What follows belongs to an exercise in optimizing a design on an open flow for small area and few clock cycles; a production flow would make more cautious choices.
At most, simulation tests tie the RTL to the original design; equivalence was not proved.

==> inputs of job 1701 <==
## mbcodec
module mbcodec (
    input  wire        clk,
    input  wire        rst,
    input  wire        req_valid,
    output wire        req_ready,
    input  wire        req_kind,
    input  wire [15:0] req_tid,
    input  wire [7:0]  req_unit,
    input  wire [7:0]  req_fc,
    input  wire [15:0] req_addr,
    input  wire [15:0] req_qty,
    input  wire [15:0] req_value,
    input  wire        wd_valid,
    output wire        wd_ready,
    input  wire [7:0]  wd_byte,
    output wire        tx_valid,
    input  wire        tx_ready,
    output wire [7:0]  tx_byte,
    output wire        tx_last,
    output wire        tx_err,
    input  wire        rx_valid,
    output wire        rx_ready,
    input  wire [7:0]  rx_byte,
    input  wire        rx_last,
    input  wire        rx_kind,
    output wire        pd_valid,
    input  wire        pd_ready,
    output wire [7:0]  pd_byte,
    output wire        dec_valid,
    input  wire        dec_ready,
    output wire [1:0]  dec_status,
    output wire [15:0] dec_tid,
    output wire [7:0]  dec_unit,
    output wire [2:0]  dec_class,
    output wire [7:0]  dec_fc,
    output wire [15:0] dec_a,
    output wire [15:0] dec_b
);
    mb_encoder u_enc (
        .clk(clk), .rst(rst),
        .req_valid(req_valid), .req_ready(req_ready), .req_kind(req_kind),
        .req_tid(req_tid), .req_unit(req_unit), .req_fc(req_fc),
        .req_addr(req_addr), .req_qty(req_qty), .req_value(req_value),
        .wd_valid(wd_valid), .wd_ready(wd_ready), .wd_byte(wd_byte),
        .tx_valid(tx_valid), .tx_ready(tx_ready), .tx_byte(tx_byte),
        .tx_last(tx_last), .tx_err(tx_err)
    );
    mb_decoder u_dec (
        .clk(clk), .rst(rst),
        .rx_valid(rx_valid), .rx_ready(rx_ready), .rx_byte(rx_byte),
        .rx_last(rx_last), .rx_kind(rx_kind),
        .pd_valid(pd_valid), .pd_ready(pd_ready), .pd_byte(pd_byte),
  ...
==> module mb_decoder, before the edit <==
module mb_decoder (
    input  wire        clk,
    input  wire        rst,
    input  wire        rx_valid,
    output wire        rx_ready,
    input  wire [7:0]  rx_byte,
    input  wire        rx_last,
    input  wire        rx_kind,       
    output wire        pd_valid,
    input  wire        pd_ready,
    output wire [7:0]  pd_byte,
    output wire        dec_valid,
    input  wire        dec_ready,
    output reg  [1:0]  dec_status,    
    output wire [15:0] dec_tid,
    output wire [7:0]  dec_unit,
    output reg  [2:0]  dec_class,     
    output wire [7:0]  dec_fc,
    output wire [15:0] dec_a,
    output wire [15:0] dec_b
);
    localparam ST_OK    = 2'd0;
    localparam ST_TRUNC = 2'd1;
    localparam ST_CRC   = 2'd2;
    localparam ST_MALF  = 2'd3;
    localparam C_INVALID = 3'd0;
    localparam C_EXC     = 3'd1;
    localparam C_REGS    = 3'd2;
    localparam C_COILS   = 3'd3;
    localparam C_WR      = 3'd4;
    reg         rec;           
    reg  [9:0]  cnt;           
    reg         kind;
    reg  [7:0]  prev1, prev2;  
    reg  [15:0] crc;           
    reg  [15:0] tid;           
    reg  [7:0]  unit, fc;      
    reg  [7:0]  a_hi, a_lo;    
    wire [9:0] pos      = rec ? 10'd0 : cnt;
    wire       first    = (pos == 10'd0);
    wire       kind_cur = first ? rx_kind : kind;
    wire       pd_pos   = kind ? (|pos[9:3] || &pos[2:0]) : (|pos[9:2] || &pos[1:0]);
    assign pd_valid = rx_valid && pd_pos;
    assign pd_byte  = kind ? rx_byte : prev2;
    assign rx_ready = rec ? dec_ready : (!pd_pos || pd_ready);
    wire   rx_fire  = rx_valid && rx_ready;
    assign dec_valid = rec;
    wire [15:0] crc_upd;
    mb_crc16 u_crc (.crc_in(first ? 16'hFFFF : crc), .data(rx_byte), .crc_out(crc_upd));
    wire       hbad = crc[11];     
    wire       lsat = crc[10];     
    wire [9:0] mlen = crc[9:0];    
    wire       hz     = ~|pos[9:4];
    wire [3:0] fpos   = kind_cur ? (pos[3:0] - 4'd6) : pos[3:0];
    wire       fc_wr  = (fc == 8'h06) || (fc == 8'h0F) || (fc == 8'h10);
    always @(posedge clk) begin
        if (rst) begin
            rec  <= 1'b0;
            cnt  <= 10'd0;
        end else begin
            if (rec && dec_ready)
                rec <= 1'b0;
            if (rx_fire) begin
                if (rx_last) begin
                    rec <= 1'b1;
                    cnt <= pos;
                end else begin
                    cnt <= pos + 10'd1;
                end
            end else if (rec && dec_ready) begin
                cnt <= 10'd0;
            end
        end
    end
    always @(posedge clk) begin
        if (rx_fire) begin
            kind  <= kind_cur;
            prev1 <= rx_byte;
            prev2 <= prev1;
            if (!kind_cur) begin
                crc <= crc_upd;
            end else begin
                if (hz) case (pos[3:0])
                    4'd2: crc[11] <= |rx_byte;
                    4'd3: crc[11] <= hbad | (|rx_byte);
                    4'd4: begin
                        crc[10]   <= |rx_byte[7:2];
                        crc[9:8]  <= rx_byte[1:0];
                    end
                    4'd5: begin
                        crc[7:0]  <= rx_byte;
                        crc[11]   <= hbad | (!lsat && mlen[9:8] == 2'd0 && rx_byte[7:1] == 7'd0);
                    end
                    default: ;
                endcase
            end
            if (hz && fpos == (kind_cur ? 4'd10 : 4'd4))
                tid[15:8] <= rx_byte;
            if (hz && fpos == (kind_cur ? 4'd11 : 4'd5))
                tid[7:0]  <= rx_byte;
            if (hz) case (fpos)
                4'd0: unit <= rx_byte;
                4'd1: fc   <= rx_byte;
                4'd2: begin
                    a_hi <= fc_wr ? rx_byte : 8'h00;
                    a_lo <= rx_byte;
                end
                4'd3: if (fc_wr) a_lo <= rx_byte;
                default: ;
            endcase
        end
    end
    wire [10:0] tcp_end  = {1'b0, mlen} + 11'd5;           
    wire        tcp_lt   = lsat || ({1'b0, cnt} < tcp_end);
    wire        tcp_eq   = ({1'b0, cnt} == tcp_end);
    wire        m_is2    = (cnt == (kind ? 10'd8 : 10'd4));
    wire        m_is5    = (cnt == (kind ? 10'd11 : 10'd7));
    wire        m_is_bc  = (cnt == {2'b00, a_lo} + (kind ? 10'd8 : 10'd4));
    always @* begin
        if (kind) begin
            if (~|cnt[9:3] && !(cnt[2] && |cnt[1:0]))
                dec_status = ST_TRUNC;
            else if (hbad)
                dec_status = ST_MALF;
            else if (tcp_lt)
                dec_status = ST_TRUNC;
            else if (!tcp_eq)
                dec_status = ST_MALF;
            else
                dec_status = ST_OK;
        end else begin
            if (~|cnt[9:2] && !(&cnt[1:0]))
                dec_status = ST_TRUNC;
            else if (crc != 16'h0000)
                dec_status = ST_CRC;
            else
                dec_status = ST_OK;
        end
    end
    always @* begin
        dec_class = C_INVALID;
        if (fc[7]) begin
            if (m_is2)
                dec_class = C_EXC;
        end else if (fc == 8'h01) begin
            if (m_is_bc)
                dec_class = C_COILS;
        end else if (fc == 8'h03) begin
            if (m_is_bc && !a_lo[0])
                dec_class = C_REGS;
        end else if (fc_wr) begin
            if (m_is5)
                dec_class = C_WR;
        end
    end
    assign dec_tid  = tid;
    assign dec_unit = unit;
    assign dec_fc   = fc;
    assign dec_a    = {a_hi, a_lo};
    assign dec_b    = kind ? {prev2, prev1} : tid;
endmodule
==> module mb_encoder, before the edit <==
module mb_encoder (
    input  wire        clk,
    input  wire        rst,
    input  wire        req_valid,
    output wire        req_ready,
    input  wire        req_kind,       
    input  wire [15:0] req_tid,
    input  wire [7:0]  req_unit,
    input  wire [7:0]  req_fc,
    input  wire [15:0] req_addr,
    input  wire [15:0] req_qty,
    input  wire [15:0] req_value,
    input  wire        wd_valid,
    output wire        wd_ready,
    input  wire [7:0]  wd_byte,
    output wire        tx_valid,
    input  wire        tx_ready,
    output reg  [7:0]  tx_byte,
    output wire        tx_last,
    output wire        tx_err
);
    reg  [3:0]  q;         
    reg  [7:0]  d;         
    reg  [15:0] crc;
    wire [10:0] qm1      = req_qty[10:0] - 11'd1;
    wire        range_ok = ~&req_addr[15:11] || (req_addr[10:0] <= ~qm1);
    wire        qty_nz   = |req_qty;
    wire        qty_coil = qty_nz && ~|req_qty[15:11] && ~&req_qty[10:5]
                           && !(req_qty[10:4] == 7'h7D && |req_qty[3:0]);    
    wire        qty_reg  = qty_nz && ~|req_qty[15:7] && ~&req_qty[6:1];      
    reg         req_ok;
    always @* begin
        case (req_fc)
            8'h01, 8'h0F: req_ok = qty_coil && range_ok;
            8'h03, 8'h10: req_ok = qty_reg && range_ok;
            8'h06:        req_ok = (req_qty == 16'd1);
            default:      req_ok = 1'b0;
        endcase
    end
    wire        is0f     = (req_fc == 8'h0F);
    wire        is10     = (req_fc == 8'h10);
    wire        multi    = is0f || is10;
    wire [7:0]  bcm1     = is10 ? {qm1[6:0], 1'b1} : qm1[10:3];    
    wire [7:0]  bc       = bcm1 + 8'd1;
    wire [8:0]  mbap_len = multi ? ({1'b0, bcm1} + 9'd8) : 9'd6;
    wire [3:0]  e         = (q == 4'd0 && !req_kind) ? 4'd6 : q;
    wire        in_data   = (e == 4'd13);
    wire        last_data = (d == 8'd0);
    wire        crc_lo    = (e == 4'd14);
    wire        crc_hi    = (e == 4'd15);
    wire        body_end  = in_data ? last_data : (e == 4'd11 && !multi);
    wire [2:0] qr      = req_qty[2:0];
    wire       mask_on = is0f && last_data && qr != 3'd0;
    wire [7:0] keep;
    genvar k;
    generate
        for (k = 0; k < 8; k = k + 1) begin : g_keep
            assign keep[k] = !mask_on || (qr > k);
        end
    endgenerate
    wire [15:0] sel  = 16'd1 << e;
    wire        is06 = (req_fc == 8'h06);
    wire [7:0]  body =
          ({8{sel[0]}}  & req_tid[15:8])
        | ({8{sel[1]}}  & req_tid[7:0])
        | ({8{sel[4]}}  & {7'd0, mbap_len[8]})
        | ({8{sel[5]}}  & mbap_len[7:0])
        | ({8{sel[6]}}  & req_unit)
        | ({8{sel[7]}}  & req_fc)
        | ({8{sel[8]}}  & req_addr[15:8])
        | ({8{sel[9]}}  & req_addr[7:0])
        | ({8{sel[10] &  is06}} & req_value[15:8])
        | ({8{sel[10] & !is06}} & req_qty[15:8])
        | ({8{sel[11] &  is06}} & req_value[7:0])
        | ({8{sel[11] & !is06}} & req_qty[7:0])
        | ({8{sel[12]}} & bc)
        | ({8{sel[13]}} & wd_byte & keep)
        | ({8{sel[14] | sel[15]}} & crc[7:0]);
    always @* tx_byte = {8{req_ok}} & body;
    assign tx_err    = !req_ok;
    assign tx_last   = !req_ok || (req_kind ? body_end : crc_hi);
    assign tx_valid  = req_valid && (!in_data || wd_valid);
    assign wd_ready  = in_data && tx_ready;
    assign req_ready = tx_ready && tx_last && (!in_data || wd_valid);
    wire        tx_fire = tx_valid && tx_ready;
    wire [15:0] crc_next;
    mb_crc16 u_crc (.crc_in(crc), .data(tx_byte), .crc_out(crc_next));
    always @(posedge clk) begin
        if (rst) begin
            q   <= 4'd0;
            crc <= 16'hFFFF;
        end else if (tx_fire) begin
            if (tx_last) begin
                q   <= 4'd0;
                crc <= 16'hFFFF;
            end else begin
                if (body_end)
                    q <= 4'd14;
                else if (!in_data)
                    q <= e + 4'd1;
                if (in_data)
                    d <= d - 8'd1;
                else
                    d <= bcm1;
                if (crc_lo)
                    crc[7:0] <= crc[15:8];
                else
                    crc <= crc_next;
            end
        end
    end
endmodule
==> flow/config.mk <==
export PLATFORM = sky130hd
export DESIGN_NAME = mbcodec
export DESIGN_NICKNAME = mbcodec
export VERILOG_FILES = /design/flow/design.v
export SDC_FILE = /design/flow/constraint.sdc
export NUM_CORES = 4
export LEC_CHECK = 0
export CAP_MARGIN = 20
export CORE_MARGIN = 2
export CORE_UTILIZATION = 45
export PLACE_DENSITY = 0.6
export SLEW_MARGIN = 20
==> flow/constraint.sdc <==
create_clock -name core_clock -period 10.0 [get_ports {clk}]
set_input_delay 2.0000 -clock core_clock [delete_from_list [all_inputs] [get_ports {clk}]]
set_output_delay 2.0000 -clock core_clock [all_outputs]
set_load 0.01 [all_outputs]
standard.sh (not shown) runs the stock make flow with config.mk's settings and CLKGATE_MAP_FILE= SYNTH_SCRIPT=/design/flow/synth_recipe.tcl, a recipe that flattens the netlist after the stock synthesis.
==> flow/flow/run.sh <==
#!/bin/bash
# The standard layout (standard.sh) with these changes:
# - synthesis: the standard flow's own synthesis script, but ABC maps for area
#   (flow/area.abc) and adders are left to ABC (no full/half-adder cells);
#   the registers are those of the standard synthesis;
# - the port buffers are the smallest buffer (buf_1), not a delay buffer;
# - clock tree synthesis uses clkbuf_8 and adds no dummy loads.
set -euo pipefail
cd "$(dirname "$0")/.."
W=$PWD
export FLOW_SYNTH_TCL=$W/synth_recipe.tcl
export AREA_ABC_SCRIPT=$W/flow/area.abc
export BUFFER_PORTS_ARGS="-buffer_cell sky130_fd_sc_hd__buf_1"
export CTS_ARGS="-sink_clustering_enable -repair_clock_nets -dont_use_dummy_load -buf_list sky130_fd_sc_hd__clkbuf_8"
sed -e "s|SYNTH_SCRIPT=[^ ]*|SYNTH_SCRIPT=$W/flow/synth_area.tcl ADDER_MAP_FILE=|" standard.sh > area_flow.sh
grep -q "synth_area.tcl ADDER_MAP_FILE=" area_flow.sh
bash area_flow.sh > standard.log 2>&1
==> flow/flow/area.abc <==
strash
&get -n
&fraig -x
&put
scorr
dc2
strash
&get -n
&dch -f
&nf -R 1000 -F 10 -A 10
&st
&dch -f
&nf -R 1000 -F 10 -A 10
&st
&dch -f
&nf -R 1000 -F 10 -A 10
&st
&dch -f
&nf -R 1000 -F 10 -A 10
&put
==> flow/flow/synth_area.tcl <==
# The standard synthesis (synth_recipe.tcl, unchanged), with ABC mapping
# for area: every abc call gets flow/area.abc as its script.
proc abc {args} {
  set i [lsearch -exact $args -script]
  if {$i >= 0} {
    set args [lreplace $args [expr {$i + 1}] [expr {$i + 1}] $::env(AREA_ABC_SCRIPT)]
  }
  yosys abc {*}$args
}
source $::env(FLOW_SYNTH_TCL)
==> inputs of job 4696, as changes to job 1701 <==
--- a/flow/design.v
+++ b/flow/design.v
@@ -177,5 +177,6 @@
     mb_crc16 u_crc (.crc_in(first ? 16'hFFFF : crc), .data(rx_byte), .crc_out(crc_upd));
+    wire       over = crc[12];     
     wire       hbad = crc[11];     
     wire       lsat = crc[10];     
-    wire [9:0] mlen = crc[9:0];    
+    wire [9:0] rem  = crc[9:0];    
     wire       hz     = ~|pos[9:4];
@@ -210,3 +211,8 @@
             end else begin
-                if (hz) case (pos[3:0])
+                if (!hz || pos[3:0] > 4'd5) begin
+                    if (rem == 10'd0)
+                        crc[12] <= 1'b1;
+                    else
+                        crc[9:0] <= rem - 10'd1;
+                end else case (pos[3:0])
                     4'd2: crc[11] <= |rx_byte;
@@ -214,2 +220,3 @@
                     4'd4: begin
+                        crc[12]   <= 1'b0;
                         crc[10]   <= |rx_byte[7:2];
@@ -219,3 +226,3 @@
                         crc[7:0]  <= rx_byte;
-                        crc[11]   <= hbad | (!lsat && mlen[9:8] == 2'd0 && rx_byte[7:1] == 7'd0);
+                        crc[11]   <= hbad | (!lsat && rem[9:8] == 2'd0 && rx_byte[7:1] == 7'd0);
                     end
@@ -240,5 +247,4 @@
     end
-    wire [10:0] tcp_end  = {1'b0, mlen} + 11'd5;           
-    wire        tcp_lt   = lsat || ({1'b0, cnt} < tcp_end);
-    wire        tcp_eq   = ({1'b0, cnt} == tcp_end);
+    wire        tcp_lt   = lsat || (rem != 10'd0);    
+    wire        tcp_eq   = !over;                        
     wire        m_is2    = (cnt == (kind ? 10'd8 : 10'd4));
--- a/flow/flow/run.sh
+++ b/flow/flow/run.sh
@@ -6,3 +6,3 @@
 # - the port buffers are the smallest buffer (buf_1), not a delay buffer;
-# - clock tree synthesis uses clkbuf_8 and adds no dummy loads.
+# - clock tree synthesis uses clkbuf_4 (clkbuf_8 at the root) and adds no dummy loads.
 set -euo pipefail
@@ -13,3 +13,3 @@
 export BUFFER_PORTS_ARGS="-buffer_cell sky130_fd_sc_hd__buf_1"
-export CTS_ARGS="-sink_clustering_enable -repair_clock_nets -dont_use_dummy_load -buf_list sky130_fd_sc_hd__clkbuf_8"
+export CTS_ARGS="-sink_clustering_enable -repair_clock_nets -dont_use_dummy_load -buf_list sky130_fd_sc_hd__clkbuf_4 -root_buf sky130_fd_sc_hd__clkbuf_8"
 sed -e "s|SYNTH_SCRIPT=[^ ]*|SYNTH_SCRIPT=$W/flow/synth_area.tcl ADDER_MAP_FILE=|" standard.sh > area_flow.sh
--- a/flow/config.mk
+++ b/flow/config.mk
@@ -9,4 +9,5 @@
 export CORE_MARGIN = 2
-export CORE_UTILIZATION = 45
-export PLACE_DENSITY = 0.6
+export CORE_UTILIZATION = 70
+export GPL_TIMING_DRIVEN = 0
+export PLACE_DENSITY = 0.8
 export SLEW_MARGIN = 20
==> inputs of job 4637, as changes to job 1701 <==
--- a/flow/design.v
+++ b/flow/design.v
@@ -93,3 +93,4 @@
         | ({8{sel[13]}} & wd_byte & keep)
-        | ({8{sel[14] | sel[15]}} & crc[7:0]);
+        | ({8{sel[14]}} & crc[7:0])
+        | ({8{sel[15]}} & crc[15:8]);
     always @* tx_byte = {8{req_ok}} & body;
@@ -120,5 +121,3 @@
                     d <= bcm1;
-                if (crc_lo)
-                    crc[7:0] <= crc[15:8];
-                else
+                if (!crc_lo)
                     crc <= crc_next;
==> flow/flow/area.abc (replaced) <==
strash
&get -n
&fraig -x
&put
scorr
dc2
strash
&get -n
&dch -f
&nf
&put
==> inputs of job 3626, as changes to job 1701 <==
==> flow/flow/area.abc (replaced) <==
strash
&get -n
&fraig -x
&put
scorr
dc2
strash
&get -n
&dch -f
&nf
&put
==> flow_metrics.env <==
export IMPL_timing_final_crit_share=0.825
export IMPL_crit_arrival_ps=6250
export IMPL_inv_count=20
export IMPL_reg2reg_slack_ps=5100
export IMPL_yosysTopAreaCellShare=0.368
export IMPL_cts_clk_slew_worst_paths_ps=100
export IMPL_setup_slack_ps=1750
export IMPL_bufAreaShareNonClock=0.0945
export IMPL_fin_cells=1138
export IMPL_outcome="finished clean"
# the run above: job 4696

==> flow_metrics.env <==
export IMPL_fin_cells=1255
export IMPL_inv_count=17
export IMPL_crit_arrival_ps=5950
export IMPL_cts_clk_slew_worst_paths_ps=60
export IMPL_setup_slack_ps=2050
export IMPL_bufAreaShareNonClock=0.0991
export IMPL_outcome="finished clean"
export IMPL_timing_final_crit_share=0.795
export IMPL_reg2reg_slack_ps=4890
# the run above: job 3626

==> flow_metrics.env <==
export IMPL_drt_pass1_iter_count=8
export IMPL_cts_clk_slew_worst_paths_ps=60
export IMPL_yosysTopAreaCellShare=0.351
export IMPL_outcome="finished clean"
export IMPL_pwr_share_clk=0.280
export IMPL_synth_common_cells="nor2_1, edfxtp_1, nand2_1"
export IMPL_hold_depth=0
export IMPL_crit_arrival_ps=6180
export IMPL_bufAreaShareNonClock=0.0987
export IMPL_inv_count=19
export IMPL_start_util=0.459
export IMPL_reg2reg_slack_ps=4560
export IMPL_timing_final_crit_share=0.818
# the run above: job 4637

==> flow_metrics.env <==
export IMPL_inv_count=17
export IMPL_setup_slack_ps=1780
export IMPL_dp_cells=1220
export IMPL_cts_clk_slew_worst_paths_ps=80
export IMPL_timing_final_crit_share=0.822
export IMPL_reg2reg_slack_ps=4710
export IMPL_largestRegisters="u_dec.crc (16), u_dec.tid (16), u_enc.crc (16)"
export IMPL_outcome="finished clean"
export IMPL_bufAreaShareNonClock=0.101
export IMPL_fin_cells=1237
export IMPL_yosysTopAreaCellShare=0.366
export IMPL_power_density_mw_per_mm2=128
# the run above: job 1701

Testbench counts of job 1701, summed over its fixed seeds: cycles 95,853.
Testbench counts of job 4696, summed over its fixed seeds: cycles 95,853.
Testbench counts of job 3626, summed over its fixed seeds: cycles 95,853.
Function not checked in job 4637: the RTL went through the layout flow alone.

## static timing again, ports no longer ideal
How much do the figures lean on ideal ports? The routed layouts below were timed once more, with nothing changed but the port constraints. Step 1 assumes that a clkbuf_16 drives the clock port and a buf_2 every other input. Step 2 moves the port delays by t, midway between the first and last clock arrival at a register: inputs arrive t later, outputs are due t later. That takes back most of the time a late clock gives input paths. a / b / c = no drivers / after step 1 / after step 2; a / b = the first two.
run | t (ns) | setup WS [ns] | clock arrival spread, ns
job 1701 | 0.461 | 1.784 / 1.765 / 1.765 | 0.028 / 0.027
job 4696 | 0.442 | 1.752 / 1.731 / 1.731 | 0.048 / 0.049
job 4637 | 0.462 | 1.817 / 1.797 / 1.797 | 0.025 / 0.025
job 3626 | 0.459 | 2.050 / 2.030 / 2.030 | 0.023 / 0.022
After both steps every run listed still meets setup and hold. For job 4696, which loses most, drivers alone change the setup slack by -0.021 ns; drivers and shift together by -0.021 ns.
